Source: an optimization exercise on an open RTL-to-GDS flow (aim: small area, a short achievable clock period and few clock cycles per item). Production flows keep margins and buffers that such runs may drop.
The RTL was checked by simulation tests, not by an equivalence proof against the original design.
No activity file was given, so power comes from the tool's default toggle rates.

==> design.v <==
module pxc_morph #(
    parameter integer MAX_W = 64
) (
    input  wire       clk,
    input  wire       rst,           
    input  wire       cfg_valid,
    output wire       cfg_ready,
    input  wire       cfg_op,        
    input  wire [7:0] cfg_tgt,       
    input  wire [7:0] cfg_def,       
    input  wire [6:0] cfg_width,     
    input  wire [7:0] cfg_height,    
    input  wire       in_valid,
    output wire       in_ready,
    input  wire [7:0] in_mask,
    output reg        out_valid,
    input  wire       out_ready,
    output reg  [7:0] out_mask
);
    localparam [7:0] SENTINEL = 8'hFF;
    reg       active;
    reg       cfg_rdy;
    reg       op;
    reg [7:0] tgt;
    reg [7:0] repl;      
    reg [5:0] width;     
    reg       rdy;
    reg       pv;
    reg [7:0] pm;
    wire      free = !pv || go;      
    reg [5:0] x;
    reg       x0, xlast;             
    reg [7:0] hrem;                  
    reg       y0, y1, ylast;         
    reg [5:0] ra;
    reg [7:0] rlo, rhi;
    reg       flushing;
    reg       fl_last;   
    reg [5:0] fw;        
    reg       go;        
    reg       step_ok;   
    reg       v1, v2;    
    reg [7:0] e1, e2;
    reg [7:0] pf_m;
    reg       pf_a;
    reg       cv, late0;
    reg [7:0] cval;
    reg       a1, a2;
    wire c_new = (pm   == tgt) || (!op && (pm   == SENTINEL));
    wire c_up  = (pf_m == tgt) || (!op && (pf_m == SENTINEL));
    wire v3    = op ? (pf_a | c_new) : (pf_a & c_new);
    wire agg   = op ? (a2 | a1 | v3) : (a2 & a1 & v3);
    wire interior = !flushing && !x0 && !xlast && !y0 && !y1;
    wire [7:0] nv = ((pf_m == SENTINEL) || (interior && !op)) ? repl : pf_m;
    wire       nl = interior && (op || (pf_m == tgt));
    wire [7:0] wm = (ylast && (pm == SENTINEL)) ? repl : pm;
    wire       wa = op ? (c_up | c_new) : (c_up & c_new);
    wire load_norm = go && !y0;
    wire flush_op  = flushing && step_ok;
    wire idle_emit = !flushing && !load_norm && cv && !late0 && step_ok;
    wire emit      = ((load_norm || flush_op) && cv) || idle_emit;
    wire [7:0] res = (late0 && agg) ? tgt : cval;
    wire take      = out_valid && out_ready;
    wire step_ok_n = !v2 && !(v1 && emit);
    wire row_end    = go && xlast;
    wire last_px    = row_end && ylast;
    wire flushing_n = last_px || (flushing && !(flush_op && fl_last));
    wire [5:0] fw_n = last_px ? width : fw;
    wire active_n   = active ? !last_px : (cfg_valid && cfg_rdy);
    wire [5:0] xp1  = x + 6'd1;
    wire [5:0] x_n  = !active ? 6'd0 : go ? (xlast ? 6'd0 : xp1) : x;
    wire x0_n       = !active ? 1'b1 : go ? xlast : x0;
    wire xlast_n    = !active ? (cfg_width == 7'd1)
                    : go ? (xlast ? (width == 6'd1) : (x + 6'd2 == width)) : xlast;
    wire y0_n       = !active ? 1'b1 : row_end ? 1'b0 : y0;
    wire y1_n       = !active ? 1'b0 : row_end ? y0 : y1;
    wire [7:0] hrem_n = !active ? cfg_height : row_end ? hrem - 8'd1 : hrem;
    wire ylast_n    = !active ? (cfg_height == 8'd1) : row_end ? (hrem == 8'd2) : ylast;
    wire pv_n       = (pv && !go) || (in_valid && free);
    wire lt_x  = (x < ra);
    wire lt_x1 = (xp1 < ra) && !(&x);
    wire nz_ra = (ra != 6'd0);
    wire x_lt  = go ? (xlast ? nz_ra : lt_x1) : lt_x;
    wire hl_a  = row_end ? (hrem == 8'd2) : ylast;
    wire allow_n = y0_n ? (!flushing_n || (!hl_a && x_lt))
                        : (!flushing_n && step_ok_n);
    wire go_n    = pv_n && allow_n;
    wire rop_n  = (go_n && !y0_n) || (flushing_n && step_ok_n);
    wire [5:0] rap1 = ra + 6'd1;
    wire wrapf  = (rap1 == fw);
    wire wrapw  = (rap1 == width);
    wire wrap   = (flushing_n && !last_px) ? wrapf : wrapw;
    wire [5:0] ra_n  = !rop_n ? ra : wrap ? 6'd0 : rap1;
    wire [7:0] rlo_n = !rop_n ? rlo : wrap ? 8'd1 : {rlo[6:0], rlo[7]};
    wire [7:0] rhi_n = !rop_n ? rhi : wrap ? 8'd1 : rlo[7] ? {rhi[6:0], rhi[7]} : rhi;
    always @(posedge clk) begin
        if (rst) begin
            active    <= 1'b0;
            cfg_rdy   <= 1'b0;
            rdy       <= 1'b0;
            pv        <= 1'b0;
            go        <= 1'b0;
            flushing  <= 1'b0;
            ra        <= 6'd0;
            rlo       <= 8'd1;
            rhi       <= 8'd1;
            cv        <= 1'b0;
            out_valid <= 1'b0;
            v1        <= 1'b0;
            v2        <= 1'b0;
            step_ok   <= 1'b1;
        end else begin
            active    <= active_n;
            cfg_rdy   <= !active_n;
            pv        <= pv_n;
            rdy       <= !pv_n || allow_n;
            go        <= go_n;
            flushing  <= flushing_n;
            ra        <= ra_n;
            rlo       <= rlo_n;
            rhi       <= rhi_n;
            if (take) begin
                out_valid <= v1 || emit;
                v1        <= v2 || (v1 && emit);
                v2        <= v2 && emit;
            end else if (!out_valid) begin
                out_valid <= emit;
            end else if (!v1) begin
                v1        <= emit;
            end else begin
                v2        <= v2 || emit;
            end
            step_ok   <= step_ok_n;
            if (load_norm || flush_op)
                cv <= 1'b1;
            else if (idle_emit)
                cv <= 1'b0;
        end
    end
    always @(posedge clk) begin
        if (!active) begin
            op    <= cfg_op;
            tgt   <= cfg_tgt;
            repl  <= cfg_op ? cfg_tgt : cfg_def;
            width <= cfg_width[5:0];
        end
        if (free)
            pm <= in_mask;
        x       <= x_n;
        x0      <= x0_n;
        xlast   <= xlast_n;
        y0      <= y0_n;
        y1      <= y1_n;
        hrem    <= hrem_n;
        ylast   <= ylast_n;
        fw      <= fw_n;
        fl_last <= (rap1 == fw_n);
        if (take || !out_valid)
            out_mask <= v1 ? e1 : res;
        if (take)
            e1 <= v2 ? e2 : res;
        else if (!v1)
            e1 <= res;
        if (take || !v2)
            e2 <= res;
        if (load_norm || flush_op) begin
            cval  <= nv;
            late0 <= nl;
        end
        if (go) begin
            a1 <= v3;
            a2 <= a1;
        end
        if (go && (x == ra))
            {pf_a, pf_m} <= {wa, wm};
        else
            {pf_a, pf_m} <= rd;
    end
    wire [9*MAX_W-1:0] lb;
    genvar i;
    generate
        for (i = 0; i < MAX_W; i = i + 1) begin : col
            reg [8:0] e;
            always @(posedge clk)
                if (go && (x == i))
                    e <= {wa, wm};
            assign lb[9*i +: 9] = e;
        end
    endgenerate
    wire [9*MAX_W-1:0] rterm;
    generate
        for (i = 0; i < MAX_W; i = i + 1) begin : rm
            assign rterm[9*i +: 9] = lb[9*i +: 9] & {9{rhi[i / 8] && rlo[i % 8]}};
        end
    endgenerate
    reg [8:0] rd;
    integer k;
    always @(*) begin
        rd = 9'd0;
        for (k = 0; k < MAX_W; k = k + 1)
            rd = rd | rterm[9*k +: 9];
    end
    assign cfg_ready = cfg_rdy;
    assign in_ready  = rdy;
endmodule
==> run.sh <==
#!/bin/bash
# synth_recipe.tcl (not shown) runs the flow's synth.tcl, then flattens the netlist and writes it again
# the make line also repeats each setting of config.mk as NAME=value (left out here)
make -C /OpenROAD-flow-scripts/flow DESIGN_CONFIG=/design/flow/config.mk WORK_HOME=/design/flow/orfs CLKGATE_MAP_FILE= SYNTH_SCRIPT=/design/flow/synth_recipe.tcl finish
==> config.mk <==
export PLATFORM = sky130hd
export DESIGN_NAME = pxc_morph
export DESIGN_NICKNAME = pxc_morph
export VERILOG_FILES = /design/flow/design.v
export SDC_FILE = /design/flow/constraint.sdc
export NUM_CORES = 4
export LEC_CHECK = 0
export CAP_MARGIN = 20
export CORE_MARGIN = 2
export CORE_UTILIZATION = 40
export SLEW_MARGIN = 20
==> constraint.sdc <==
create_clock -name core_clock -period 12.0 [get_ports {clk}]
set_input_delay 2.4000 -clock core_clock [delete_from_list [all_inputs] [get_ports {clk}]]
set_output_delay 2.4000 -clock core_clock [all_outputs]
set_load 0.01 [all_outputs]
==> results_dict.tcl, run 1 <==
set metrics [dict create \
    routed_vias_inst 6.24 \
    replace_congestion 0.914 \
    finalClockSkew_ns 0.0373 \
    congestion_overflow_gr 0 \
    first_pass_grt_wire_length_um 130000 \
    initial_core_util_pct 40.5 \
    max-slew-margin-rel_pct 17.7 \
    hold_path_depth 1 \
    largest_reg_flops 576 \
    vias 18700 \
    setup-tns-final_ns 0 \
    synth_seq_cells 710 \
    insertion_delay_ns 0.64 \
    synth_top_cell_area_share_pct 68.2 \
    die_w_um 270 \
    setup_violations 0 \
    cap_viol_max_count 0 \
    holdWs_ns 0.458 \
    layout_setup_ws_ns 7.60 \
    setup.worst_path.start_class "primary input" \
    worst_setup_path_end_kind "flop" \
    worstRegToRegCells 8 \
    final_net_count 2058 \
    finalHoldViolCount 0 \
    post_cts_hold_fix_bufs 0 \
    setup.reg_to_reg.worst_slack_ns 8.48 \
    arrival_time_worst_endpoint_ns 4.84 \
    first_global_vias 17900 \
    synth_seq_area_share_pct 72.9 \
    placement_rows 97 \
    drt-wirelength-per-cell_um 30.6 \
    drt_pre_antenna_iters 6 \
    finalNonFillerCells 2993 \
    place.detailed.hpwl_um 53700 \
    cell_area_synth_um2 28300 \
    clk_path_buf_depth 3 \
    die_area_um2 73000 \
    dpl.cell_count 2855 \
    syn-instance-count 1935 \
    post_synth_top_area_cell "sky130_fd_sc_hd__edfxtp_1" \
    min-delay-start "x0" \
    global_route.usage.met1_pct 33.5 \
    clock_sinks 710 \
    synth_top_flop_cell "sky130_fd_sc_hd__edfxtp_1" \
    worst_hold_path_type "reg2reg" \
    critical_path.reg2reg.startpoint "rlo[1]" \
    global_route.usage.met3_pct 5.65 \
    final.period_utilization_pct 36.7 \
    postCtsResizedCells 0 \
    max_freq_mhz 227 \
    areaGrowthSynthToFinish_pct 15.2 \
    yosysMostFrequentCell "sky130_fd_sc_hd__edfxtp_1" \
    synth.top_cells.by_count "sky130_fd_sc_hd__edfxtp_1, sky130_fd_sc_hd__nand3_1, sky130_fd_sc_hd__a22oi_1" \
    p_leak_uw 0.0105 \
    routed_wirelength_um 91500 \
    globalRouteTotalUtil_pct 24.7 \
    cts_max_level 3 \
    worst_setup_hold_path_clk_slew_ns 0.06 \
    number_of_placed_i_o_pins 56 \
    drt_drc_violations_left 0 \
    final_antenna_net_count 0 \
    place_worst_setup_slack_ns 7.02 \
    critical_path_peak_fanout 36 \
    postSynth.asyncResetShare_pct 0 \
    worst_pin_slew_ns 1.23 \
    layout-drive-gt1-share_pct 13.8 \
    placeableCoreArea_um2 70000 \
    synth_enable_flop_cells 643 \
    grtUsageMet2_pct 38.2 \
    antenna_violations_before_repair 0 \
    largest_register "col.e" \
    required_ns 12.44 \
    rsz0062_at_grt "false" \
    run_status "complete, no violations" \
    cellPowerDensity_nw_per_um2 162 \
    power.total_uw 5280 \
    antenna_cells_inserted 0 \
    grt_most_used_layer "met2" \
    irDropWorstVdd_mv 0.102 \
    cts-buffers-inserted 74 \
    timing.setup.critical_path_class "in2reg" \
    postCtsSetupBuffers 0 \
    post_synth_main_area_contributors "sky130_fd_sc_hd__edfxtp_1, sky130_fd_sc_hd__dfxtp_1, sky130_fd_sc_hd__a22oi_1" \
    synth_fp_nets 2001 \
    cts_root_buf "sky130_fd_sc_hd__clkbuf_16" \
    hold_end "x0" \
    ys_warn_count 1 \
    synth_area_per_cell_um2 14.6 \
    port-buffer-count 55 \
    timing.final.crit_period_ns 4.40 \
    final_max_slew_viol_count 0 \
    rr_endpoint "pf_m[2]" \
    cts_tree "built" \
    drtIter0Drc 3304 \
    synth_cell_types 64 \
    grt_max_degree 66 \
    height_of_the_chip_um 270 \
]
power by group:
part           switching, µW  internal (µW)
Sequential              26.6           2740
Combinational            102           52.7
Clock                    983           1380
Total                   1110           4170
worst max-delay path, stage by stage:
cell and delay (ns):
sky130_fd_sc_hd__clkdlybuf4s50_1 0.53, sky130_fd_sc_hd__a21oi_1 0.11, sky130_fd_sc_hd__o21a_1 0.21, sky130_fd_sc_hd__o21ai_0 0.23, sky130_fd_sc_hd__nand2_2 0.51, sky130_fd_sc_hd__nor4_4 0.70
sky130_fd_sc_hd__nor4_1 0.12
worst max path at each step:
stage	startpoint	end	slack, ns
final	in_valid	rhi[1]	7.60
after global routing	in_valid	rhi[5]	7.40
after CTS	in_valid	rhi[1]	7.64
after detailed placement	in_valid	rhi[5]	7.02
after global placement	in_valid	rhi[5]	7.03
after floorplan	in_valid	rlo[7]	8.24
routing by layer:
layer	part of all wire [%]	vias up
li1	-	7770
met1	37	9331
met2	45	1325
met3	13	253
met4	4.9	0
met5	0	-
final cells by class:
class                           instances  area (µm²)
Multi-Input combinational cell       1048        7100
Fill cell                            6087       37400
Clock buffer                           92        1950
Tap cell                              940        1180
Clock inverter                         45         556
Timing Repair Buffer                  118        1030
Inverter                               40         151
Sequential cell                       710       20700
cells by family (layout without fill, tap and decap cells):
logic type,count (synthesis),in the layout,share of synthesized area [%]
compound gates,420,420,11.0
xor+xnor,47,47,1.45
fa+ha+maj,21,21,0.927
buf+inv,177,295,2.46
flops,710,710,72.9
mux,65,65,2.55
simple gates,495,495,8.69
placed cells by master, fill, tap and decap left out, types with 25 or more instances in the layout:
cell type and instances:
sky130_fd_sc_hd__mux2_2 42, sky130_fd_sc_hd__a21oi_1 73, sky130_fd_sc_hd__nand2_1 69, sky130_fd_sc_hd__xor2_1 26, sky130_fd_sc_hd__nor2_2 30, sky130_fd_sc_hd__a222oi_1 29
sky130_fd_sc_hd__nand4_1 36, sky130_fd_sc_hd__a22oi_1 137, sky130_fd_sc_hd__edfxtp_1 643, sky130_fd_sc_hd__clkbuf_16 74, sky130_fd_sc_hd__buf_4 62, sky130_fd_sc_hd__o22ai_1 25
sky130_fd_sc_hd__a22o_1 57, sky130_fd_sc_hd__dfxtp_1 53, sky130_fd_sc_hd__nand3_1 149, sky130_fd_sc_hd__nor3_1 25, sky130_fd_sc_hd__inv_1 35, sky130_fd_sc_hd__nor2_1 97
sky130_fd_sc_hd__clkdlybuf4s50_1 54
metrics by stage:
stage / utilization, % / instance area (µm²)
finish: 46.6 / 32600
global route: 46.6 / 32600
CTS: 46.6 / 32600
detailed placement: 43.0 / 30100
global placement: 43.0 / 30100
floorplan: - / 28300
Testbench counts, summed over its fixed seeds: cycles 63,623, items 62,259.
==> inputs of run 2 (changes only) <==
--- a/design.v
+++ b/design.v
@@ -27,5 +27,6 @@
     reg       rdy;
-    reg       pv;
-    reg [7:0] pm;
-    wire      free = !pv || go;      
+    reg       pv, qv;
+    reg [7:0] pin, pm;
+    wire      adv  = pv && (!qv || go);      
+    wire      free = !pv || adv;             
     reg [5:0] x;
@@ -78,3 +79,4 @@
     wire ylast_n    = !active ? (cfg_height == 8'd1) : row_end ? (hrem == 8'd2) : ylast;
-    wire pv_n       = (pv && !go) || (in_valid && free);
+    wire qv_n       = (qv && !go) || pv;
+    wire pv_n       = (pv && !adv) || (in_valid && free);
     wire lt_x  = (x < ra);
@@ -86,3 +88,3 @@
                         : (!flushing_n && step_ok_n);
-    wire go_n    = pv_n && allow_n;
+    wire go_n    = qv_n && allow_n;
     wire rop_n  = (go_n && !y0_n) || (flushing_n && step_ok_n);
@@ -101,2 +103,3 @@
             pv        <= 1'b0;
+            qv        <= 1'b0;
             go        <= 1'b0;
@@ -115,3 +118,4 @@
             pv        <= pv_n;
-            rdy       <= !pv_n || allow_n;
+            qv        <= qv_n;
+            rdy       <= !pv_n || !qv_n || go_n;
             go        <= go_n;
@@ -147,3 +151,5 @@
         if (free)
-            pm <= in_mask;
+            pin <= in_mask;
+        if (adv)
+            pm <= pin;
         x       <= x_n;
==> flow/run.sh (new file) <==
#!/bin/bash
# Own layout flow: the standard flow (standard synthesis, same SDC and
# clock period), with two changes to how the layout is made:
#  - the port buffers are buf_4 cells instead of the delay buffers that
#    buffer_ports picks by default;
#  - repair_timing (floorplan, CTS and global-route stages) aims for a setup
#    slack of SETUP_SLACK_MARGIN ns, so that it shortens the paths that set
#    the period the design reaches.
# Each step's output goes to its own log in this folder; ORFS's own per-step
# logs are under orfs/logs.
set -euo pipefail
MARGIN=${MARGIN:-8.6}
KNOBS=(
  "BUFFER_PORTS_ARGS=-buffer_cell sky130_fd_sc_hd__buf_4"
  "SETUP_SLACK_MARGIN=$MARGIN"
)
for step in synth floorplan place cts route finish; do
  bash standard.sh "${KNOBS[@]}" "$step" > "flow_${step}.log" 2>&1
done
==> standard.sh (new file) <==
#!/bin/bash
# synth_recipe.tcl (not shown) runs the flow's synth.tcl, then flattens the netlist and writes it again
# the make line also repeats each setting of config.mk as NAME=value (left out here)
make -C /OpenROAD-flow-scripts/flow DESIGN_CONFIG=/design/flow/config.mk WORK_HOME=/design/flow/orfs CLKGATE_MAP_FILE= SYNTH_SCRIPT=/design/flow/synth_recipe.tcl "${@:-finish}"
removed: run.sh
==> run 2 against run 1 <==
  * Still clean
  * Worst hold slack lost 0.030 ns
  * Register-to-register slack better by 0.16 ns
  * Clock skew is 0.0051 ns higher
  * Fmax is 24% higher
  * Power decreased by 0.26%
  * Core utilization barely moved
  * Area after synthesis up 0.19%
  * Sequential power is essentially flat
  * Synthesized cell count is 0.52% lower
  * Routed wire length grew 1.8%
  * Cell count grew 0.33%
  * Sequential share of layout area grew 0.77 points
  * Largest power group unchanged
==> results_dict.tcl, run 2 <==
set metrics [dict create \
    cap_viol_max_count 0 \
    final_antenna_net_count 0 \
    final.period_utilization_pct 29.7 \
    place.detailed.hpwl_um 56100 \
    yosysMostFrequentCell "sky130_fd_sc_hd__edfxtp_1" \
    areaGrowthSynthToFinish_pct 15.0 \
    first_pass_grt_wire_length_um 132000 \
    die_w_um 270 \
    routed_wirelength_um 93200 \
    height_of_the_chip_um 270 \
    drt-wirelength-per-cell_um 31.0 \
    cellPowerDensity_nw_per_um2 161 \
    combPwrFrac_pct 2.4 \
    largest_reg_flops 576 \
    cell_area_synth_um2 28400 \
    run_status "complete, no violations" \
    cp_slowest_cell "sky130_fd_sc_hd__edfxtp_1" \
    number_of_placed_i_o_pins 56 \
    crit_path_end "out_mask[0]" \
    synth-simple-area-share_pct 7.66 \
    rr_endpoint "pf_m[0]" \
    worst_pin_slew_ns 1.20 \
    vias 18800 \
    ys_warn_count 1 \
    worst_hold_path_type "reg2reg" \
    cts_max_level 3 \
    placement_rows 97 \
    cp_delay_by_family_top "flip-flops" \
    synth.top_cells.by_count "sky130_fd_sc_hd__edfxtp_1, sky130_fd_sc_hd__a22oi_1, sky130_fd_sc_hd__nor2_1" \
    timing.final.crit_period_ns 3.56 \
    synth_fp_nets 1991 \
    replace_congestion 0.931 \
    placeableCoreArea_um2 70100 \
    layout-drive-gt1-share_pct 16.5 \
    cp_num_buf_inv 1 \
    worst_setup_hold_path_clk_slew_ns 0.06 \
    routed_vias_inst 6.24 \
    mostFrequentLayoutCell "sky130_fd_sc_hd__edfxtp_1" \
    drt_pre_antenna_iters 6 \
    insertion_delay_ns 0.65 \
    postSynth.asyncResetShare_pct 0 \
    finalClockSkew_ns 0.0424 \
    p_leak_uw 0.0103 \
    first_global_vias 18000 \
    synth_adder_area_share_pct 0.961 \
    drt_drc_violations_left 0 \
    finalHoldViolCount 0 \
    timing.critical_path.cells "buf_4" \
    timing.critical_path.slowest_cell_delay_ns 0.38 \
    worst_setup_path_end_kind "output port" \
    final_max_slew_viol_count 0 \
    syn-instance-count 1925 \
    cts-buffers-inserted 76 \
    antenna_violations_before_repair 2 \
    pwr-share-seq_pct 52.7 \
    die_area_um2 73100 \
    dpl.cell_count 2860 \
    critical_path.reg2reg.startpoint "rlo[7]" \
    synth_compound_gate_area_share_pct 11.9 \
    switching_share_pct 20.9 \
    required_ns 9.60 \
    switching_power_uw 1100 \
    timing.setup.critical_path_class "reg2out" \
    finalNonFillerCells 3003 \
    synth_cell_types 71 \
    clk_path_buf_depth 3 \
    grt_max_degree 66 \
    cts_root_buf "sky130_fd_sc_hd__clkbuf_16" \
    globalRouteTotalUtil_pct 25.2 \
    synth.area.mux_share_pct 1.96 \
    intPower_uw 4170 \
    synth_top_flop_cell "sky130_fd_sc_hd__edfxtp_1" \
    max_freq_mhz 281 \
    rsz0062_at_grt "true" \
    drtIter0Drc 2884 \
    setup.worst_path.start_class "flop" \
    power.total_uw 5270 \
    clockPowerShare_pct 44.9 \
    synth_area_per_cell_um2 14.7 \
    n_fill_cell 6125 \
    final_net_count 2065 \
    worstRegToRegCells 8 \
    initial_core_util_pct 40.5 \
    setup_violations 0 \
    synth_top_family_by_area "compound AO/OA/AOI/OAI gates" \
    post_synth_xor_area_fraction_pct 1.45 \
    irDropWorstVdd_mv 0.0895 \
    critical_path_peak_fanout 1 \
    most-common-layout-cells "sky130_fd_sc_hd__edfxtp_1, sky130_fd_sc_hd__a22oi_1, sky130_fd_sc_hd__buf_4" \
    clock_sinks 719 \
    synth_enable_flop_cells 651 \
    final_core_util_pct 46.5 \
    worst-path-stages 1 \
    setup-tns-final_ns 0 \
    startpoint "out_mask[0]" \
    largest_register "col.e" \
    congestion_overflow_gr 0 \
    port-buffer-count 55 \
    max-slew-margin-rel_pct 19.6 \
    cts_tree "built" \
    synth_seq_area_share_pct 73.7 \
    setup.reg_to_reg.worst_slack_ns 8.64 \
    synth_seq_cells 719 \
    synth_top_cell_area_share_pct 68.9 \
    arrival_time_worst_endpoint_ns 1.16 \
    post_synth_top_area_cell "sky130_fd_sc_hd__edfxtp_1" \
    post_synth_main_area_contributors "sky130_fd_sc_hd__edfxtp_1, sky130_fd_sc_hd__dfxtp_1, sky130_fd_sc_hd__a22oi_1" \
]
==> run 2: changes by cell type in the layout (fill, tap and decap cells not counted), moves of 17 or more <==
cell	before	now
sky130_fd_sc_hd__a22oi_1	137	154
sky130_fd_sc_hd__nand3_1	149	119
sky130_fd_sc_hd__o21ai_0	20	42
sky130_fd_sc_hd__clkdlybuf4s50_1	54	0
sky130_fd_sc_hd__buf_4	62	120
==> run 2: per-layer routing <==
| metal | global-route usage [%] | part of all wire [%] |
|---|---|---|
| met1 | 32.9 | 37 |
| met2 | 39.0 | 46 |
| met3 | 6.86 | 12 |
| met4 | 12.1 | 5.4 |
| met5 | 0 | 0.028 |
==> run 2: logic make-up after synthesis <==
| group | count (synthesis) |
|---|---|
| AO/OA/AOI/OAI | 467 |
| XOR/XNOR | 47 |
| AND/OR/NAND/NOR | 448 |
| adder cells (fa/ha/maj) | 22 |
| flip-flops | 719 |
| multiplexers | 51 |
| buffers and inverters | 171 |
==> run 2: timing repair <==
action	CTS	global route
hold buffers	0	0
setup buffers	0	1
endpoints found under the setup margin	22	76
gates cloned	0	0
pin swaps	0	1
resized for setup	7	5
==> run 2: layout make-up <==
type / count / area [µm²] / area share (%)
well taps: 940 / 1180 / 3.60
clock buffers: 100 / 2050 / 6.29
clock inverters: 41 / 450 / 1.38
flip-flops and latches: 719 / 20900 / 64.1
multi-input cells: 1035 / 6910 / 21.1
diodes: 1 / 2.50 / 0.00766
repair buffers: 126 / 968 / 2.97
inverters: 41 / 158 / 0.483
==> run 2: how the worst min path moves through the flow <==
stage | cells after the start | from | slack (ns) | end
floorplan | 0 | pin[0] | 0.40 | pm[0]
global placement | 0 | pin[3] | 0.42 | pm[3]
detailed placement | 0 | pin[6] | 0.40 | pm[6]
CTS | 0 | pin[3] | 0.42 | pm[3]
global route | 0 | pin[0] | 0.44 | pm[0]
finish | 0 | pin[3] | 0.43 | pm[3]
==> run 2: through the flow <==
stage	worst slack (ns)	hold WS (ns)	cell area (µm²)
floorplan	8.72	0.400	28400
global placement	8.40	0.415	30100
detailed placement	8.39	0.405	30100
CTS	8.40	0.425	32600
global route	8.40	0.439	32600
finish	8.44	0.428	32700
==> run 2: power by group through the flow <==
stage,Sequential [µW],Clock [µW],Combinational [µW]
final,2780,2370,125
after global routing,2780,2490,134
after CTS,2780,2390,124
after detailed placement,2830,0,123
after global placement,2830,0,120
after floorplan,2820,0,71.3
Testbench counts of run 2, summed over its fixed seeds: cycles 63,679, items 62,259.
==> inputs of run 3 (changes only) <==
--- a/design.v
+++ b/design.v
@@ -27,6 +27,5 @@
     reg       rdy;
-    reg       pv, qv;
-    reg [7:0] pin, pm;
-    wire      adv  = pv && (!qv || go);      
-    wire      free = !pv || adv;             
+    reg       pv;
+    reg [7:0] pm;
+    wire      free = !pv || go;      
     reg [5:0] x;
@@ -42,4 +41,4 @@
     reg       step_ok;   
-    reg       v1, v2;    
-    reg [7:0] e1, e2;
+    reg       sv;        
+    reg [7:0] sm;
     reg [7:0] pf_m;
@@ -63,4 +62,15 @@
     wire [7:0] res = (late0 && agg) ? tgt : cval;
-    wire take      = out_valid && out_ready;
-    wire step_ok_n = !v2 && !(v1 && emit);
+    wire take = out_valid && out_ready;
+    reg  ov_n, sv_n;
+    always @(*) begin
+        ov_n = out_valid && !out_ready;
+        sv_n = sv;
+        if (!ov_n) begin
+            ov_n = sv || emit;
+            sv_n = sv && emit;
+        end else if (emit) begin
+            sv_n = 1'b1;
+        end
+    end
+    wire step_ok_n = !(ov_n && sv_n);
     wire row_end    = go && xlast;
@@ -79,4 +89,3 @@
     wire ylast_n    = !active ? (cfg_height == 8'd1) : row_end ? (hrem == 8'd2) : ylast;
-    wire qv_n       = (qv && !go) || pv;
-    wire pv_n       = (pv && !adv) || (in_valid && free);
+    wire pv_n       = (pv && !go) || (in_valid && free);
     wire lt_x  = (x < ra);
@@ -88,3 +97,3 @@
                         : (!flushing_n && step_ok_n);
-    wire go_n    = qv_n && allow_n;
+    wire go_n    = pv_n && allow_n;
     wire rop_n  = (go_n && !y0_n) || (flushing_n && step_ok_n);
@@ -103,3 +112,2 @@
             pv        <= 1'b0;
-            qv        <= 1'b0;
             go        <= 1'b0;
@@ -111,4 +119,3 @@
             out_valid <= 1'b0;
-            v1        <= 1'b0;
-            v2        <= 1'b0;
+            sv        <= 1'b0;
             step_ok   <= 1'b1;
@@ -118,4 +125,3 @@
             pv        <= pv_n;
-            qv        <= qv_n;
-            rdy       <= !pv_n || !qv_n || go_n;
+            rdy       <= !pv_n || allow_n;
             go        <= go_n;
@@ -125,13 +131,4 @@
             rhi       <= rhi_n;
-            if (take) begin
-                out_valid <= v1 || emit;
-                v1        <= v2 || (v1 && emit);
-                v2        <= v2 && emit;
-            end else if (!out_valid) begin
-                out_valid <= emit;
-            end else if (!v1) begin
-                v1        <= emit;
-            end else begin
-                v2        <= v2 || emit;
-            end
+            out_valid <= ov_n;
+            sv        <= sv_n;
             step_ok   <= step_ok_n;
@@ -151,5 +148,3 @@
         if (free)
-            pin <= in_mask;
-        if (adv)
-            pm <= pin;
+            pm <= in_mask;
         x       <= x_n;
@@ -164,9 +159,5 @@
         if (take || !out_valid)
-            out_mask <= v1 ? e1 : res;
-        if (take)
-            e1 <= v2 ? e2 : res;
-        else if (!v1)
-            e1 <= res;
-        if (take || !v2)
-            e2 <= res;
+            out_mask <= sv ? sm : res;
+        if (emit && (sv || (out_valid && !out_ready)))
+            sm <= res;
         if (load_norm || flush_op) begin
--- a/flow/run.sh
+++ b/flow/run.sh
@@ -2,3 +2,3 @@
 # Own layout flow: the standard flow (standard synthesis, same SDC and
-# clock period), with two changes to how the layout is made:
+# clock period), with these changes to how the layout is made:
 #  - the port buffers are buf_4 cells instead of the delay buffers that
@@ -7,3 +7,4 @@
 #    slack of SETUP_SLACK_MARGIN ns, so that it shortens the paths that set
-#    the period the design reaches.
+#    the period the design reaches;
+#  - CTS builds fewer, larger sink clusters, and the core is filled to 55%.
 # Each step's output goes to its own log in this folder; ORFS's own per-step
@@ -11,6 +12,9 @@
 set -euo pipefail
-MARGIN=${MARGIN:-8.6}
 KNOBS=(
   "BUFFER_PORTS_ARGS=-buffer_cell sky130_fd_sc_hd__buf_4"
-  "SETUP_SLACK_MARGIN=$MARGIN"
+  "SETUP_SLACK_MARGIN=8.6"
+  "CTS_BUF_LIST=sky130_fd_sc_hd__clkbuf_16"
+  "CTS_CLUSTER_SIZE=24"
+  "CTS_CLUSTER_DIAMETER=80"
+  "CORE_UTILIZATION=55"
 )
==> run 3 against run 2 <==
  * Non-clock buffer count shrank 1
  * Power decreased by 18%
  * Sequential cell count is 18 lower
==> results_dict.tcl, run 3 <==
set metrics [dict create \
    run_status "complete, no violations" \
    largest_reg_flops 576 \
    most-common-layout-cells "sky130_fd_sc_hd__edfxtp_1, sky130_fd_sc_hd__a22oi_1, sky130_fd_sc_hd__buf_4" \
    cp_num_buf_inv 1 \
    number_of_placed_i_o_pins 56 \
    holdWs_ns 0.454 \
    synth_enable_flop_cells 643 \
    mostFrequentLayoutCell "sky130_fd_sc_hd__edfxtp_1" \
    critical_path_peak_fanout 1 \
    arrival_time_worst_endpoint_ns 1.12 \
    synth_top_cell_area_share_pct 69.7 \
    antenna_cells_inserted 0 \
    max-slew-margin-rel_pct 19.3 \
    timing.critical_path.slowest_cell_delay_ns 0.40 \
    worst_setup_path_end_kind "output port" \
    drt_pre_antenna_iters 8 \
    initial_core_util_pct 55.5 \
    setup_violations 0 \
    clk_path_buf_depth 3 \
    first_pass_grt_wire_length_um 126000 \
    setup.worst_path.start_class "flop" \
    insertion_delay_ns 0.60 \
    timing.critical_path.cells "buf_6" \
    final_net_count 1990 \
    worst_hold_path_type "reg2reg" \
    vias 18000 \
    synth_fp_nets 1947 \
    setup-tns-final_ns 0 \
    height_of_the_chip_um 228 \
    areaGrowthSynthToFinish_pct 9.60 \
    synth_area_per_cell_um2 14.7 \
    cell_area_synth_um2 27700 \
    die_area_um2 52200 \
    drtIter0Drc 2751 \
    cts_max_level 2 \
    final_area_um2 30400 \
    synth_top_flop_cell "sky130_fd_sc_hd__edfxtp_1" \
    cellPowerDensity_nw_per_um2 142 \
    replace_congestion 0.942 \
    ys_warn_count 1 \
    synth.top_cells.by_count "sky130_fd_sc_hd__edfxtp_1, sky130_fd_sc_hd__a22oi_1, sky130_fd_sc_hd__nor2_1" \
    routed_vias_inst 6.88 \
    synth_cell_types 64 \
    placedInstanceArea_um2 29100 \
    worst_pin_slew_ns 1.21 \
    required_ns 9.60 \
    finalHoldViolCount 0 \
    timing.setup.critical_path_class "reg2out" \
    routed_wirelength_um 89300 \
    antenna_violations_before_repair 1 \
    layout-drive-gt1-share_pct 14.2 \
    cts-buffers-inserted 38 \
    placement_rows 82 \
    placeableCoreArea_um2 50000 \
    cp_delay_by_family_top "flip-flops" \
    n_fill_cell 3851 \
    post_synth_main_area_contributors "sky130_fd_sc_hd__edfxtp_1, sky130_fd_sc_hd__a22oi_1, sky130_fd_sc_hd__dfxtp_1" \
    grt_max_degree 66 \
    clock_sinks 701 \
    largest_register "col.e" \
    final_antenna_net_count 0 \
    drt-wirelength-per-cell_um 34.2 \
    final_max_slew_viol_count 0 \
    yosysMostFrequentCell "sky130_fd_sc_hd__edfxtp_1" \
    max_freq_mhz 284 \
    cap_viol_max_count 0 \
    postSynth.asyncResetShare_pct 0 \
    port-buffer-count 55 \
    place.detailed.hpwl_um 54300 \
    worst_setup_hold_path_clk_slew_ns 0.09 \
    synth_seq_cells 701 \
    cts_root_buf "sky130_fd_sc_hd__clkbuf_16" \
    die_w_um 228 \
    syn-instance-count 1881 \
    rsz0062_at_grt "true" \
    cts_tree "built" \
    synth_seq_area_share_pct 73.9 \
    timing.final.crit_period_ns 3.52 \
    first_global_vias 16900 \
    globalRouteTotalUtil_pct 34.2 \
    finalClockSkew_ns 0.0266 \
    congestion_overflow_gr 0 \
    cp_slowest_cell "sky130_fd_sc_hd__edfxtp_1" \
    p_leak_uw 0.00964 \
    irDropWorstVdd_mv 0.108 \
    setup.reg_to_reg.worst_slack_ns 8.63 \
    final.period_utilization_pct 29.3 \
    drt_drc_violations_left 0 \
    power.total_uw 4320 \
    post_synth_top_area_cell "sky130_fd_sc_hd__edfxtp_1" \
]
-- run 3: repair_timing --
action	CTS	global route
endpoints found under the setup margin	24	23
setup buffers	0	1
pin swaps	0	1
cloned	0	0
resized for setup	11	4
hold buffers	0	0
-- run 3: cell families after synthesis --
family / count (synthesis) / share of synthesized area, %
DFF: 701 / 73.9
AOI/OAI and AO/OA: 484 / 12.6
and+or+nand+nor: 439 / 7.58
buffers and inverters: 158 / 2.22
xor gates and xnor gates: 42 / 1.33
muxes: 36 / 1.44
adders and majority gates: 21 / 0.948
-- run 3: path summary, 6_finish.rpt --
path,from,depth (start not counted),endpoint
min,y1,2,y1
min reg2reg,y1,2,y1
max reg2reg,rlo[4],7,pf_m[5]
max,out_mask[5],1,out_mask[5]
-- run 3: metal layers --
| metal | track usage [%] | part of all wire, % | up-vias |
|---|---|---|---|
| met3 | 8.05 | 12 | 224 |
| met1 | 46.4 | 37 | 9041 |
| li1 | - | - | 7482 |
| met4 | 16.4 | 5.2 | 2 |
| met5 | 0 | 0.0090 | - |
| met2 | 52.6 | 46 | 1249 |
-- run 3: per-stage QoR --
stage | cells | util [%] | setup WS (ns)
floorplan | 1881 | - | 8.35
global placement | 2553 | 58.3 | 7.76
detailed placement | 2554 | 58.3 | 7.73
CTS | 2614 | 60.7 | 8.46
global route | 2616 | 60.8 | 8.43
finish | 2616 | 60.8 | 8.48
-- run 3: layout make-up --
| type | instances | area, µm² | area share, % |
|---|---|---|---|
| Sequential cell | 701 | 20500 | 67.5 |
| Multi-Input combinational cell | 1022 | 6780 | 22.3 |
| Clock buffer | 39 | 976 | 3.21 |
| Timing Repair Buffer | 125 | 966 | 3.18 |
| Tap cell | 672 | 841 | 2.77 |
| Clock inverter | 21 | 174 | 0.573 |
| Inverter | 36 | 140 | 0.461 |
-- run 3: power by group --
group | switching (µW) | total [µW] | internal (µW)
clock network | 792 | 1420 | 629
registers | 25.2 | 2730 | 2710
logic | 110 | 162 | 51.8
Testbench counts of run 3, summed over its fixed seeds: cycles 63,623, items 62,259.
==> inputs of run 4 (changes only) <==
--- a/design.v
+++ b/design.v
@@ -89,3 +89,3 @@
     wire ylast_n    = !active ? (cfg_height == 8'd1) : row_end ? (hrem == 8'd2) : ylast;
-    wire pv_n       = (pv && !go) || (in_valid && free);
+    wire pv_n       = (pv && !go) || (in_valid && free && active);
     wire lt_x  = (x < ra);
@@ -125,3 +125,3 @@
             pv        <= pv_n;
-            rdy       <= !pv_n || allow_n;
+            rdy       <= (!pv_n || allow_n) && active_n;
             go        <= go_n;
--- a/flow/run.sh
+++ b/flow/run.sh
@@ -3,4 +3,4 @@
 # clock period), with these changes to how the layout is made:
-#  - the port buffers are buf_4 cells instead of the delay buffers that
-#    buffer_ports picks by default;
+#  - the port buffers are buf_2 cells instead of the delay buffers that
+#    buffer_ports picks by default (repair_timing upsizes them where needed);
 #  - repair_timing (floorplan, CTS and global-route stages) aims for a setup
@@ -13,4 +13,4 @@
 KNOBS=(
-  "BUFFER_PORTS_ARGS=-buffer_cell sky130_fd_sc_hd__buf_4"
-  "SETUP_SLACK_MARGIN=8.6"
+  "BUFFER_PORTS_ARGS=-buffer_cell sky130_fd_sc_hd__buf_2"
+  "SETUP_SLACK_MARGIN=8.5"
   "CTS_BUF_LIST=sky130_fd_sc_hd__clkbuf_16"
==> run 4 against run 3 <==
  * Still clean
  * Setup slack about the same
  * Cell count up 0.34%
  * Synthesized cell count rose by 1.1%
  * Power decreased by 1.2%
  * Clock power hardly changed
  * Worst hold slack worse by 0.00053 ns
  * Sequential share of layout area is 0.20 points higher
  * Area after synthesis is 0.51% higher
  * Die area up 0.50%
  * Fmax about the same
  * Design area fell by 0.30%
  * Highest routed layer is now met4
==> results_dict.tcl, run 4 <==
set metrics [dict create \
    cp_slowest_cell "sky130_fd_sc_hd__edfxtp_1" \
    worst_hold_path_type "reg2reg" \
    setup-tns-final_ns 0 \
    ys_warn_count 1 \
    routed_wirelength_um 86300 \
    switching_share_pct 21.0 \
    timing.critical_path.slowest_cell_delay_ns 0.38 \
    p_leak_uw 0.00975 \
    setup.reg_to_reg.worst_slack_ns 8.74 \
    synth.area.mux_share_pct 1.44 \
    synth_fp_nets 1968 \
    postSynth.asyncResetShare_pct 0 \
    pwr-share-seq_pct 63.8 \
    final_net_count 2002 \
    final_max_slew_viol_count 0 \
    number_of_placed_i_o_pins 56 \
    finalClockSkew_ns 0.0235 \
    worst_setup_path_end_kind "output port" \
    vias 17800 \
    first_pass_grt_wire_length_um 124000 \
    worst_pin_slew_ns 1.18 \
    cp_num_buf_inv 1 \
    insertion_delay_ns 0.60 \
    drt_pre_antenna_iters 8 \
    routed_vias_inst 6.78 \
    synth_adder_area_share_pct 0.943 \
    clockPowerShare_pct 33.3 \
    placement_rows 82 \
    synth_area_per_cell_um2 14.6 \
    final.period_utilization_pct 29.3 \
    intPower_uw 3370 \
    congestion_overflow_gr 0 \
    yosysMostFrequentCell "sky130_fd_sc_hd__edfxtp_1" \
    finalHoldViolCount 0 \
    final_antenna_net_count 0 \
    cts_tree "built" \
    synth.top_cells.by_count "sky130_fd_sc_hd__edfxtp_1, sky130_fd_sc_hd__nand3_1, sky130_fd_sc_hd__nand2_1" \
    place.detailed.hpwl_um 51400 \
    min-delay-start "y1" \
    height_of_the_chip_um 229 \
    synth_cell_types 59 \
    irDropWorstVdd_mv 0.110 \
    hold_path_depth 2 \
    drt_drc_violations_left 0 \
    antenna_violations_before_repair 2 \
    setup_violations 0 \
    power.total_uw 4260 \
    hold_end "y1" \
    cellPowerDensity_nw_per_um2 141 \
    post_cts_hold_fix_bufs 0 \
    synth_top_cell_area_share_pct 69.3 \
    post_synth_top_area_cell "sky130_fd_sc_hd__edfxtp_1" \
    placeableCoreArea_um2 50100 \
    synth-simple-area-share_pct 8.60 \
    clock_sinks 701 \
    rr_endpoint "pf_m[7]" \
    worstRegToRegCells 7 \
    drt-wirelength-per-cell_um 32.9 \
    timing.final.crit_period_ns 3.52 \
    synth_seq_area_share_pct 73.5 \
    max_freq_mhz 284 \
    areaGrowthSynthToFinish_pct 8.72 \
    cap_viol_max_count 0 \
    replace_congestion 0.902 \
    clk_path_buf_depth 3 \
    synth_top_family_by_area "compound AO/OA/AOI/OAI gates" \
    synth_enable_flop_cells 643 \
    die_area_um2 52500 \
    cts_max_level 2 \
    post_synth_xor_area_fraction_pct 1.38 \
    critical_path.reg2reg.startpoint "rhi[2]" \
    critical_path_peak_fanout 1 \
    synth_top_flop_cell "sky130_fd_sc_hd__edfxtp_1" \
    run_status "complete, no violations" \
    required_ns 9.60 \
    die_w_um 229 \
    most-common-layout-cells "sky130_fd_sc_hd__edfxtp_1, sky130_fd_sc_hd__nand3_1, sky130_fd_sc_hd__a22oi_1" \
    grt_max_degree 66 \
    syn-instance-count 1902 \
    worst_setup_hold_path_clk_slew_ns 0.09 \
    max-slew-margin-rel_pct 21.1 \
    port-buffer-count 55 \
    synth_compound_gate_area_share_pct 12.0 \
    combPwrFrac_pct 3.0 \
    cell_area_synth_um2 27800 \
    timing.setup.critical_path_class "reg2out" \
    initial_core_util_pct 55.6 \
    final_core_util_pct 60.5 \
    first_global_vias 17000 \
    post_synth_main_area_contributors "sky130_fd_sc_hd__edfxtp_1, sky130_fd_sc_hd__dfxtp_1, sky130_fd_sc_hd__a22o_1" \
    arrival_time_worst_endpoint_ns 1.12 \
    cp_delay_by_family_top "flip-flops" \
    globalRouteTotalUtil_pct 33.1 \
    switching_power_uw 895 \
    synth_seq_cells 701 \
    largest_reg_flops 576 \
    largest_register "col.e" \
    cts-buffers-inserted 37 \
    layout-drive-gt1-share_pct 13.7 \
    cts_root_buf "sky130_fd_sc_hd__clkbuf_16" \
    setup.worst_path.start_class "flop" \
    rsz0062_at_grt "true" \
    mostFrequentLayoutCell "sky130_fd_sc_hd__edfxtp_1" \
    drtIter0Drc 2632 \
    timing.critical_path.cells "buf_2" \
]
-- run 4: cell families after synthesis --
group           count (synthesis)
flops                         701
simple gates                  500
compound gates                441
buf+inv                       159
xor+xnor                       44
mux                            36
fa+ha+maj                      21
-- run 4: per-stage QoR --
stage                     cell area, µm²  hold slack [ns]  worst slack, ns  std cells
after global routing               30300            0.476             8.43       2623
after CTS                          30300            0.454             8.44       2622
after global placement             29100            0.439             7.73       2567
after detailed placement           29100            0.442             7.65       2568
final                              30300            0.454             8.48       2625
after floorplan                    27900            0.431             8.46       1902
-- run 4: power by group through the flow --
stage | combinational [µW] | clock (µW) | sequential [µW]
floorplan | 71.8 | 0 | 2770
global placement | 122 | 0 | 2780
detailed placement | 126 | 0 | 2780
CTS | 126 | 1430 | 2720
global route | 138 | 1520 | 2720
finish | 126 | 1420 | 2720
-- run 4: timing repair --
action / in CTS / in global routing
setup buffers: 0 / 0
gates resized for setup: 1 / 2
endpoints found under the setup margin: 30 / 13
-- run 4: how the worst max path moves through the flow --
stage | start | endpoint | slack [ns] | depth (start not counted)
global route | out_mask[0] | out_mask[0] | 8.43 | 1
floorplan | out_ready | rhi[1] | 8.46 | 8
detailed placement | out_ready | rhi[0] | 7.65 | 7
global placement | in_valid | ra[3] | 7.73 | 6
finish | out_mask[4] | out_mask[4] | 8.48 | 1
CTS | out_mask[4] | out_mask[4] | 8.44 | 1
-- run 4: layout make-up --
cell class                 count  area (µm²)
antenna                        2        5.00
clock buffer                  40        1000
clock inverter                14         131
fill                        3901       19800
inverter                      31         118
multi-input combinational   1042        6900
sequential                   701       20500
tap                          672         841
timing repair buffer         123         793
-- run 4: worst min-delay path: stages, from the launching register on --
cell and delay [ns]:
sky130_fd_sc_hd__dfxtp_1 0.31, sky130_fd_sc_hd__nand2_1 0.05, sky130_fd_sc_hd__a21oi_1 0.05
-- run 4: routing by layer --
metal | vias up | global-route usage, % | wire (µm)
met5 | - | 0 | 0
met4 | 0 | 14.9 | 4280
met3 | 201 | 7.54 | 9930
met2 | 1155 | 51.1 | 39700
met1 | 8913 | 45.2 | 32500
li1 | 7519 | - | -
Testbench counts of run 4, summed over its fixed seeds: cycles 63,623, items 62,259.
==> inputs of run 5 (changes only) <==
--- a/flow/run.sh
+++ b/flow/run.sh
@@ -16,3 +16,3 @@
   "CTS_BUF_LIST=sky130_fd_sc_hd__clkbuf_16"
-  "CTS_CLUSTER_SIZE=24"
+  "CTS_CLUSTER_SIZE=28"
   "CTS_CLUSTER_DIAMETER=80"
==> run 5 against run 4 <==
  * Global-route usage barely moved
  * Count of clock-buffer cells in the layout fell by 2
  * Non-clock buffer count did not move
  * Fmax rose by 0.17%
  * Worst hold slack improved by 0.0033 ns
  * Register-to-register slack improved by 0.02 ns
  * Clock power rose by 4%
  * Sequential share of layout area fell by 0.14 points
  * Die area did not move
  * Via count rose by 0.31%
==> results_dict.tcl, run 5 <==
set metrics [dict create \
    run_status "complete, no violations" \
    place.detailed.hpwl_um 51400 \
    clock_sinks 701 \
    insertion_delay_ns 0.60 \
    timing.critical_path.cells "buf_2" \
    placeableCoreArea_um2 50100 \
    postCtsSetupBuffers 0 \
    synth_area_per_cell_um2 14.6 \
    placement_rows 82 \
    cp_delay_by_family_top "flip-flops" \
    rsz0062_at_grt "true" \
    cap_viol_max_count 0 \
    synth_fp_nets 1968 \
    setup_violations 0 \
    routed_wirelength_um 86700 \
    globalRouteTotalUtil_pct 33.1 \
    final.period_utilization_pct 29.2 \
    synth_enable_flop_cells 643 \
    cellPowerDensity_nw_per_um2 142 \
    finalClockSkew_ns 0.0271 \
    drt_pre_antenna_iters 6 \
    final_max_slew_viol_count 0 \
    combPwrFrac_pct 2.9 \
    most-common-layout-cells "sky130_fd_sc_hd__edfxtp_1, sky130_fd_sc_hd__nand3_1, sky130_fd_sc_hd__a22oi_1" \
    post_synth_top_area_cell "sky130_fd_sc_hd__edfxtp_1" \
    cp_slowest_cell "sky130_fd_sc_hd__edfxtp_1" \
    cts-buffers-inserted 36 \
    cell_area_synth_um2 27800 \
    max-slew-margin-rel_pct 18.9 \
    mostFrequentLayoutCell "sky130_fd_sc_hd__edfxtp_1" \
    required_ns 9.60 \
    height_of_the_chip_um 229 \
    intPower_uw 3400 \
    finalNonFillerCells 2629 \
    replace_congestion 0.902 \
    areaGrowthSynthToFinish_pct 8.94 \
    setup.worst_path.start_class "flop" \
    cts_tree "built" \
    congestion_overflow_gr 0 \
    initial_core_util_pct 55.6 \
    finalHoldViolCount 0 \
    first_global_vias 17100 \
    cts_max_level 2 \
    postSynth.asyncResetShare_pct 0 \
    antenna_violations_before_repair 3 \
    syn-instance-count 1902 \
    yosysMostFrequentCell "sky130_fd_sc_hd__edfxtp_1" \
    final_net_count 2001 \
    synth_seq_cells 701 \
    setup-tns-final_ns 0 \
    clockPowerShare_pct 34.1 \
    holdWs_ns 0.457 \
    die_area_um2 52500 \
    port-buffer-count 55 \
    vias 17800 \
    synth.top_cells.by_count "sky130_fd_sc_hd__edfxtp_1, sky130_fd_sc_hd__nand3_1, sky130_fd_sc_hd__nand2_1" \
    p_leak_uw 0.00977 \
    timing.setup.critical_path_class "reg2out" \
    routed_vias_inst 6.79 \
    grt_max_degree 66 \
    worst_setup_hold_path_clk_slew_ns 0.09 \
    pwr-share-seq_pct 63.0 \
    clk_path_buf_depth 3 \
    cts_root_buf "sky130_fd_sc_hd__clkbuf_16" \
    post_cts_hold_fix_bufs 0 \
    first_pass_grt_wire_length_um 124000 \
    switching_share_pct 21.4 \
    switching_power_uw 923 \
    drtIter0Drc 2694 \
    synth_cell_types 59 \
    worst_hold_path_type "reg2reg" \
    critical_path_peak_fanout 1 \
    dpl.cell_count 2568 \
    worst_pin_slew_ns 1.22 \
    largest_reg_flops 576 \
    layout-drive-gt1-share_pct 13.9 \
    timing.critical_path.slowest_cell_delay_ns 0.39 \
    timing.final.crit_period_ns 3.51 \
    drt_drc_violations_left 0 \
    irDropWorstVdd_mv 0.133 \
    drt-wirelength-per-cell_um 33.0 \
    max_freq_mhz 285 \
    synth_seq_area_share_pct 73.5 \
    worst_setup_path_end_kind "output port" \
    synth_top_flop_cell "sky130_fd_sc_hd__edfxtp_1" \
    arrival_time_worst_endpoint_ns 1.11 \
    largest_register "col.e" \
    post_synth_main_area_contributors "sky130_fd_sc_hd__edfxtp_1, sky130_fd_sc_hd__dfxtp_1, sky130_fd_sc_hd__a22o_1" \
    die_w_um 229 \
    synth_top_cell_area_share_pct 69.3 \
    final_antenna_net_count 0 \
    ys_warn_count 1 \
    number_of_placed_i_o_pins 56 \
    cp_num_buf_inv 1 \
]
-- run 5: worst min-delay path, stage by stage (launching register included) --
cell,delay (ns)
sky130_fd_sc_hd__dfxtp_1,0.31
sky130_fd_sc_hd__nand2_1,0.05
sky130_fd_sc_hd__a21oi_1,0.05
-- run 5: final timing paths --
path | from | end | slack (ns) | cells past startpoint
min | y1 | y1 | 0.46 | 2
max | out_mask[4] | out_mask[4] | 8.49 | 1
min reg2reg | y1 | y1 | 0.46 | 2
max reg2reg | rhi[6] | pf_m[6] | 8.76 | 8
-- run 5: area by class of cell --
| class | instances | area, µm² |
|---|---|---|
| antenna | 2 | 5.00 |
| clock buffer | 38 | 951 |
| clock inverter | 20 | 244 |
| fill | 3894 | 19700 |
| inverter | 31 | 118 |
| multi-input combinational | 1042 | 6900 |
| sequential | 701 | 20500 |
| tap | 672 | 841 |
| timing repair buffer | 123 | 793 |
-- run 5: cell families (layout without fill, tap and decap cells) --
logic type / count (synthesis) / after routing / share of synthesized area [%]
other: 0 / 2 / 0
adders and majority gates: 21 / 21 / 0.943
xor gates and xnor gates: 44 / 44 / 1.38
and+or+nand+nor: 500 / 500 / 8.60
muxes: 36 / 36 / 1.44
buffers and inverters: 159 / 212 / 2.17
DFF: 701 / 701 / 73.5
AOI/OAI and AO/OA: 441 / 441 / 12.0
-- run 5: stage by stage --
| step | utilization (%) | total power (µW) | instance area [µm²] | setup slack, ns |
|---|---|---|---|---|
| floorplan | - | 2840 | 27900 | 8.46 |
| global placement | 58.1 | 2900 | 29100 | 7.73 |
| detailed placement | 58.2 | 2900 | 29100 | 7.65 |
| CTS | 60.6 | 4330 | 30300 | 8.45 |
| global route | 60.6 | 4420 | 30300 | 8.45 |
| finish | 60.6 | 4320 | 30300 | 8.49 |
-- run 5: timing repair --
action                     4_1_cts  5_1_grt
setup endpoints to repair       30       16
gates resized for setup          1        2
pin swaps                        0        0
-- run 5: power groups by stage --
stage	sequential, µW	clock [µW]	combinational [µW]
4_1_cts	2720	1480	126
2_1_floorplan	2770	0	71.8
6_report	2720	1480	126
5_1_grt	2720	1560	138
3_3_place_gp	2780	0	122
3_5_place_dp	2780	0	126
-- run 5: per-layer routing --
| metal | track usage, % | routed length, µm | vias up |
|---|---|---|---|
| met5 | 0 | 11 | - |
| met4 | 16.0 | 4750 | 2 |
| met2 | 50.9 | 39600 | 1171 |
| li1 | - | - | 7517 |
| met3 | 6.84 | 9660 | 231 |
| met1 | 45.3 | 32700 | 8923 |
==> inputs of run 6 (changes only) <==
--- a/design.v
+++ b/design.v
@@ -42,3 +42,4 @@
     reg       sv;        
-    reg [7:0] sm;
+    reg [7:0] q0, q1;
+    reg       rp, wp;
     reg [7:0] pf_m;
@@ -120,2 +121,4 @@
             sv        <= 1'b0;
+            rp        <= 1'b0;
+            wp        <= 1'b0;
             step_ok   <= 1'b1;
@@ -133,2 +136,6 @@
             sv        <= sv_n;
+            if (take)
+                rp <= !rp;
+            if (emit)
+                wp <= !wp;
             step_ok   <= step_ok_n;
@@ -158,6 +165,8 @@
         fl_last <= (rap1 == fw_n);
-        if (take || !out_valid)
-            out_mask <= sv ? sm : res;
-        if (emit && (sv || (out_valid && !out_ready)))
-            sm <= res;
+        if (emit && !wp)
+            q0 <= res;
+        if (emit && wp)
+            q1 <= res;
+        out_mask <= (out_valid && !out_ready) ? (rp ? q1 : q0)
+                  : sv ? (rp ? q0 : q1) : res;
         if (load_norm || flush_op) begin
--- a/flow/run.sh
+++ b/flow/run.sh
@@ -16,3 +16,3 @@
   "CTS_BUF_LIST=sky130_fd_sc_hd__clkbuf_16"
-  "CTS_CLUSTER_SIZE=28"
+  "CTS_CLUSTER_SIZE=24"
   "CTS_CLUSTER_DIAMETER=80"
==> run 6 against run 5 <==
  * Critical path depth grew 6
  * Critical endpoint is now pf_m[7]
  * Core utilization up 0.40 points
  * Die area increased by 0.47%
  * Routed wire length grew 2.2%
  * Largest power group unchanged
  * Still clean on timing, DRC and antenna
  * Fmax decreased by 2.6%
  * Synthesized cell count down 1.1%
  * Area after synthesis grew 0.48%
  * Count of clock-buffer cells in the layout is 1 higher
==> results_dict.tcl, run 6 <==
set metrics [dict create \
    synth_fp_nets 1948 \
    rsz0062_at_grt "true" \
    die_area_um2 52700 \
    globalRouteTotalUtil_pct 33.5 \
    finalNonFillerCells 2629 \
    power.total_uw 4300 \
    insertion_delay_ns 0.61 \
    final_max_slew_viol_count 0 \
    drtIter0Drc 2746 \
    layout-drive-gt1-share_pct 14.7 \
    cts-buffers-inserted 38 \
    worst_setup_hold_path_clk_slew_ns 0.09 \
    max_freq_mhz 278 \
    routed_wirelength_um 88600 \
    clk_path_buf_depth 3 \
    final_area_um2 30600 \
    worst_hold_path_type "reg2reg" \
    replace_congestion 0.903 \
    mostFrequentLayoutCell "sky130_fd_sc_hd__edfxtp_1" \
    drt_drc_violations_left 0 \
    rr_endpoint "pf_m[7]" \
    worst_setup_path_end_kind "flop" \
    die_w_um 230 \
    clock_sinks 711 \
    synth_seq_cells 711 \
    synth_cell_types 77 \
    setup-tns-final_ns 0 \
    synth_top_flop_cell "sky130_fd_sc_hd__edfxtp_1" \
    placedInstanceArea_um2 29300 \
    vias 18100 \
    required_ns 12.50 \
    layout_setup_ws_ns 8.40 \
    largest_register "col.e" \
    synth_area_per_cell_um2 14.9 \
    worstRegToRegCells 7 \
    post_synth_main_area_contributors "sky130_fd_sc_hd__edfxtp_1, sky130_fd_sc_hd__a22oi_1, sky130_fd_sc_hd__dfxtp_1" \
    cell_area_synth_um2 28000 \
    finalHoldViolCount 0 \
    height_of_the_chip_um 230 \
    setup.worst_path.start_class "flop" \
    drt_pre_antenna_iters 6 \
    timing.final.crit_period_ns 3.60 \
    critical_path_peak_fanout 28 \
    hold_end "y1" \
    cellPowerDensity_nw_per_um2 140 \
    largest_reg_flops 576 \
    timing.setup.critical_path_class "reg2reg" \
    port-buffer-count 55 \
    critical_path.reg2reg.startpoint "rhi[3]" \
    antenna_violations_before_repair 1 \
    areaGrowthSynthToFinish_pct 9.36 \
    first_global_vias 17200 \
    congestion_overflow_gr 0 \
    p_leak_uw 0.00934 \
    final.period_utilization_pct 30.0 \
    final_antenna_net_count 0 \
    cts_root_buf "sky130_fd_sc_hd__clkbuf_16" \
    synth_enable_flop_cells 643 \
    antenna_cells_inserted 0 \
    most-common-layout-cells "sky130_fd_sc_hd__edfxtp_1, sky130_fd_sc_hd__a22oi_1, sky130_fd_sc_hd__nor2_1" \
    first_pass_grt_wire_length_um 125000 \
    postSynth.asyncResetShare_pct 0 \
    initial_core_util_pct 55.8 \
    synth.top_cells.by_count "sky130_fd_sc_hd__edfxtp_1, sky130_fd_sc_hd__a22oi_1, sky130_fd_sc_hd__nor2_1" \
    final_net_count 2006 \
    run_status "complete, no violations" \
    placement_rows 82 \
    place.detailed.hpwl_um 54200 \
    syn-instance-count 1882 \
    min-delay-start "y1" \
    cap_viol_max_count 0 \
    ys_warn_count 1 \
    yosysMostFrequentCell "sky130_fd_sc_hd__edfxtp_1" \
    routed_vias_inst 6.88 \
    post_synth_top_area_cell "sky130_fd_sc_hd__edfxtp_1" \
    synth_seq_area_share_pct 73.9 \
    dpl.cell_count 2560 \
    finalClockSkew_ns 0.0352 \
    synth_top_cell_area_share_pct 69.0 \
    worst_pin_slew_ns 1.14 \
    hold_path_depth 2 \
    irDropWorstVdd_mv 0.154 \
    place_worst_setup_slack_ns 6.94 \
    cts_tree "built" \
    max-slew-margin-rel_pct 22.2 \
    setup.reg_to_reg.worst_slack_ns 8.40 \
    arrival_time_worst_endpoint_ns 4.10 \
    cts_max_level 2 \
    placeableCoreArea_um2 50200 \
    number_of_placed_i_o_pins 56 \
    setup_violations 0 \
    grt_max_degree 66 \
    drt-wirelength-per-cell_um 33.7 \
]
-- run 6: layout make-up --
class | instances | area (µm²)
clock buffers | 39 | 976
clock inverters | 18 | 154
fillers | 3799 | 19600
inverters | 43 | 161
multi-input cells | 1003 | 6800
flip-flops and latches | 711 | 20700
well taps | 672 | 841
repair buffers | 143 | 980
-- run 6: worst max-delay path, stage by stage (launching register included) --
cell	delay (ns)
sky130_fd_sc_hd__dfxtp_2	0.50
sky130_fd_sc_hd__buf_4	0.40
sky130_fd_sc_hd__a222oi_1	0.44
sky130_fd_sc_hd__nor2_1	0.17
sky130_fd_sc_hd__a2111oi_0	1.00
sky130_fd_sc_hd__o2111ai_1	0.43
sky130_fd_sc_hd__nand4b_1	0.34
sky130_fd_sc_hd__o21a_1	0.18
-- run 6: worst max path at each step --
| stage | slack (ns) | cells past startpoint | endpoint | startpoint |
|---|---|---|---|---|
| 2_1_floorplan | 8.11 | 8 | rhi[0] | out_ready |
| 3_3_place_gp | 7.02 | 8 | rhi[0] | out_ready |
| 3_5_place_dp | 6.94 | 8 | rhi[0] | out_ready |
| 4_1_cts | 8.50 | 7 | rhi[0] | out_ready |
| 5_1_grt | 8.44 | 9 | rhi[0] | out_ready |
| 6_report | 8.40 | 7 | pf_m[7] | rhi[3] |
-- run 6: kinds of logic (layout without fill, tap and decap cells) --
family	after synthesis	after routing	synth area share [%]
compound gates	485	485	12.5
xor+xnor	48	48	1.50
fa+ha+maj	21	21	0.939
buf+inv	168	243	2.38
flops	711	711	73.9
mux	40	40	1.59
simple gates	409	409	7.25
-- run 6: where the power goes --
part	switching [µW]	internal, µW	total, µW
clock network	799	626	1430
registers	22.2	2730	2750
logic	85.5	37.1	123
-- run 6: layer usage --
layer | up-vias | part of all wire [%] | wire (µm) | GRT usage (%)
met4 | 0 | 5.3 | 4730 | 15.8
met3 | 208 | 12 | 10500 | 7.71
met2 | 1214 | 46 | 40800 | 52.1
met5 | - | 0 | 0 | 0
li1 | 7574 | - | - | -
met1 | 9096 | 37 | 32500 | 45.0
-- run 6: per-stage QoR --
stage	hold slack (ns)	utilization, %
floorplan	0.437	-
global placement	0.448	58.3
detailed placement	0.461	58.4
CTS	0.475	60.7
global route	0.500	61.0
finish	0.476	61.0
-- run 6: timing repair --
item	in CTS	in global routing
hold buffers	0	0
pin swaps	1	4
gates resized for setup	9	13
endpoints found under the setup margin	36	2
hold endpoints to repair	0	0
gates cloned	0	1
buffers inserted	3	8
Testbench counts of run 6, summed over its fixed seeds: cycles 63,623, items 62,259.
==> inputs of run 7 (changes only) <==
--- a/flow/run.sh
+++ b/flow/run.sh
@@ -14,3 +14,3 @@
   "BUFFER_PORTS_ARGS=-buffer_cell sky130_fd_sc_hd__buf_2"
-  "SETUP_SLACK_MARGIN=8.5"
+  "SETUP_SLACK_MARGIN=8.7"
   "CTS_BUF_LIST=sky130_fd_sc_hd__clkbuf_16"
==> run 7 against run 6 <==
  * Register-to-register slack better by 0.30 ns
  * Sequential share of layout area down 0.36 points
  * Design area up 0.58%
  * Via count up 0.65%
  * Largest cell class unchanged
==> results_dict.tcl, run 7 <==
set metrics [dict create \
    placeableCoreArea_um2 50200 \
    cts_tree "built" \
    first_global_vias 17600 \
    synth-simple-area-share_pct 7.25 \
    globalRouteTotalUtil_pct 34.1 \
    synth_seq_cells 711 \
    clockPowerShare_pct 32.7 \
    mostFrequentLayoutCell "sky130_fd_sc_hd__edfxtp_1" \
    max_freq_mhz 290 \
    worst_setup_hold_path_clk_slew_ns 0.09 \
    p_leak_uw 0.00943 \
    rsz0062_at_grt "true" \
    postSynth.asyncResetShare_pct 0 \
    die_w_um 230 \
    clk_path_buf_depth 3 \
    final_antenna_net_count 0 \
    setup_violations 0 \
    intPower_uw 3370 \
    most-common-layout-cells "sky130_fd_sc_hd__edfxtp_1, sky130_fd_sc_hd__a22oi_1, sky130_fd_sc_hd__nor2_1" \
    congestion_overflow_gr 0 \
    routed_vias_inst 6.91 \
    drt_pre_antenna_iters 6 \
    ys_warn_count 1 \
    cell_area_synth_um2 28000 \
    timing.final.crit_period_ns 3.45 \
    drt-wirelength-per-cell_um 34.1 \
    clock_sinks 711 \
    replace_congestion 0.898 \
    cp_slowest_cell "sky130_fd_sc_hd__dfxtp_4" \
    worst_hold_path_type "reg2reg" \
    synth_enable_flop_cells 643 \
    post_synth_xor_area_fraction_pct 1.50 \
    placement_rows 82 \
    areaGrowthSynthToFinish_pct 9.99 \
    global_route.usage.met1_pct 46.7 \
    synth_area_per_cell_um2 14.9 \
    largest_reg_flops 576 \
    critical_path_peak_fanout 2 \
    switching_share_pct 21.1 \
    drt_drc_violations_left 0 \
    synth_compound_gate_area_share_pct 12.5 \
    timing.critical_path.cells "buf_6" \
    die_area_um2 52700 \
    number_of_placed_i_o_pins 56 \
    arrival_time_worst_endpoint_ns 1.05 \
    port-buffer-count 55 \
    antenna_violations_before_repair 0 \
    synth_top_flop_cell "sky130_fd_sc_hd__edfxtp_1" \
    largest_register "col.e" \
    synth.top_cells.by_count "sky130_fd_sc_hd__edfxtp_1, sky130_fd_sc_hd__a22oi_1, sky130_fd_sc_hd__nor2_1" \
    post_cts_hold_fix_bufs 0 \
    height_of_the_chip_um 230 \
    syn-instance-count 1882 \
    grt_most_used_layer "met2" \
    holdWs_ns 0.467 \
    cap_viol_max_count 0 \
    pwr-share-seq_pct 64.3 \
    place.detailed.hpwl_um 54800 \
    timing.setup.critical_path_class "reg2out" \
    final_net_count 2008 \
    cts_root_buf "sky130_fd_sc_hd__clkbuf_16" \
    global_route.usage.met3_pct 7.00 \
    cp_num_buf_inv 1 \
    combPwrFrac_pct 3.0 \
    grtUsageMet2_pct 52.5 \
    vias 18200 \
    synth_cell_types 77 \
    setup.reg_to_reg.worst_slack_ns 8.70 \
    cellPowerDensity_nw_per_um2 139 \
    max-slew-margin-rel_pct 13.6 \
    final_max_slew_viol_count 0 \
    worst_setup_path_end_kind "output port" \
    cts-buffers-inserted 37 \
    synth_top_family_by_area "compound AO/OA/AOI/OAI gates" \
    first_pass_grt_wire_length_um 127000 \
    antenna_cells_inserted 0 \
    setup.worst_path.start_class "flop" \
    timing.critical_path.slowest_cell_delay_ns 0.35 \
    cp_delay_by_family_top "flip-flops" \
    finalClockSkew_ns 0.0316 \
    cts_max_level 2 \
    final.period_utilization_pct 28.7 \
    switching_power_uw 903 \
    layout-drive-gt1-share_pct 15.8 \
    finalHoldViolCount 0 \
    synth_top_cell_area_share_pct 69.0 \
    post_synth_top_area_cell "sky130_fd_sc_hd__edfxtp_1" \
    routed_wirelength_um 89800 \
    synth_adder_area_share_pct 0.939 \
    synth.area.mux_share_pct 1.59 \
    setup-tns-final_ns 0 \
    grt_max_degree 66 \
    run_status "complete, no violations" \
    synth_fp_nets 1948 \
    synth_seq_area_share_pct 73.9 \
    irDropWorstVdd_mv 0.136 \
    post_synth_main_area_contributors "sky130_fd_sc_hd__edfxtp_1, sky130_fd_sc_hd__a22oi_1, sky130_fd_sc_hd__dfxtp_1" \
    yosysMostFrequentCell "sky130_fd_sc_hd__edfxtp_1" \
    insertion_delay_ns 0.61 \
    required_ns 9.60 \
    drtIter0Drc 2759 \
    initial_core_util_pct 55.8 \
    worst_pin_slew_ns 1.30 \
]
[run 7: changes by cell type in the layout (fill, tap and decap cells not counted), sizes merged]
cell      change
bufinv        -1
clkinv        -1
clkinvlp      +3
buf           +3
inv           +3
[run 7: power groups by stage]
stage	Sequential, µW	Clock (µW)	Combinational, µW
after global placement	2800	0	121
final	2750	1400	127
after CTS	2750	1410	126
after floorplan	2800	0	68.1
after global routing	2750	1490	136
after detailed placement	2800	0	124
[run 7: area by class of cell]
cell class | instances | area, µm²
tap | 672 | 841
fill | 3792 | 19400
clock inverter | 22 | 130
timing repair buffer | 146 | 1060
clock buffer | 39 | 976
sequential | 711 | 20700
inverter | 43 | 169
multi-input combinational | 1003 | 6900
[run 7: repair_timing]
action,4_1_cts,5_1_grt
pin swaps,7,6
gates cloned,1,0
resized for setup,33,19
setup endpoints to repair,44,31
buffers inserted,10,1
[run 7: worst paths after layout]
check	end	cells after the start	startpoint
setup / recovery	out_valid	1	out_valid
setup reg to reg	pf_m[6]	6	rlo[4]
hold / removal	y1	2	y1
hold reg to reg	y1	2	y1
[run 7: routing by layer]
metal | vias up | share of wire [%]
li1 | 7575 | -
met1 | 9200 | 38
met2 | 1207 | 46
met3 | 227 | 11
met4 | 0 | 5.2
met5 | - | 0
[run 7: logic make-up after synthesis]
logic type	Yosys count
multiplexers	40
buffers and inverters	168
flip-flops	711
AO/OA/AOI/OAI	485
adder cells (fa/ha/maj)	21
AND/OR/NAND/NOR	409
XOR/XNOR	48
[run 7: metrics by stage]
stage	power (µW)	utilization [%]	cell area [µm²]	setup WS, ns	instances
after global routing	4370	61.3	30800	8.52	2636
after global placement	2920	58.5	29300	7.23	2560
final	4270	61.3	30800	8.55	2636
after floorplan	2860	-	28100	8.11	1882
after CTS	4280	61.2	30700	8.53	2635
after detailed placement	2930	58.5	29400	7.16	2563

Setup slack of run 7, layout unchanged: 8.554 ns with ideal ports, 8.493 ns with driving cells assumed (clock clkbuf_16, inputs buf_2), 7.965 ns with port delays also shifted by the 0.657 ns mid clock arrival.
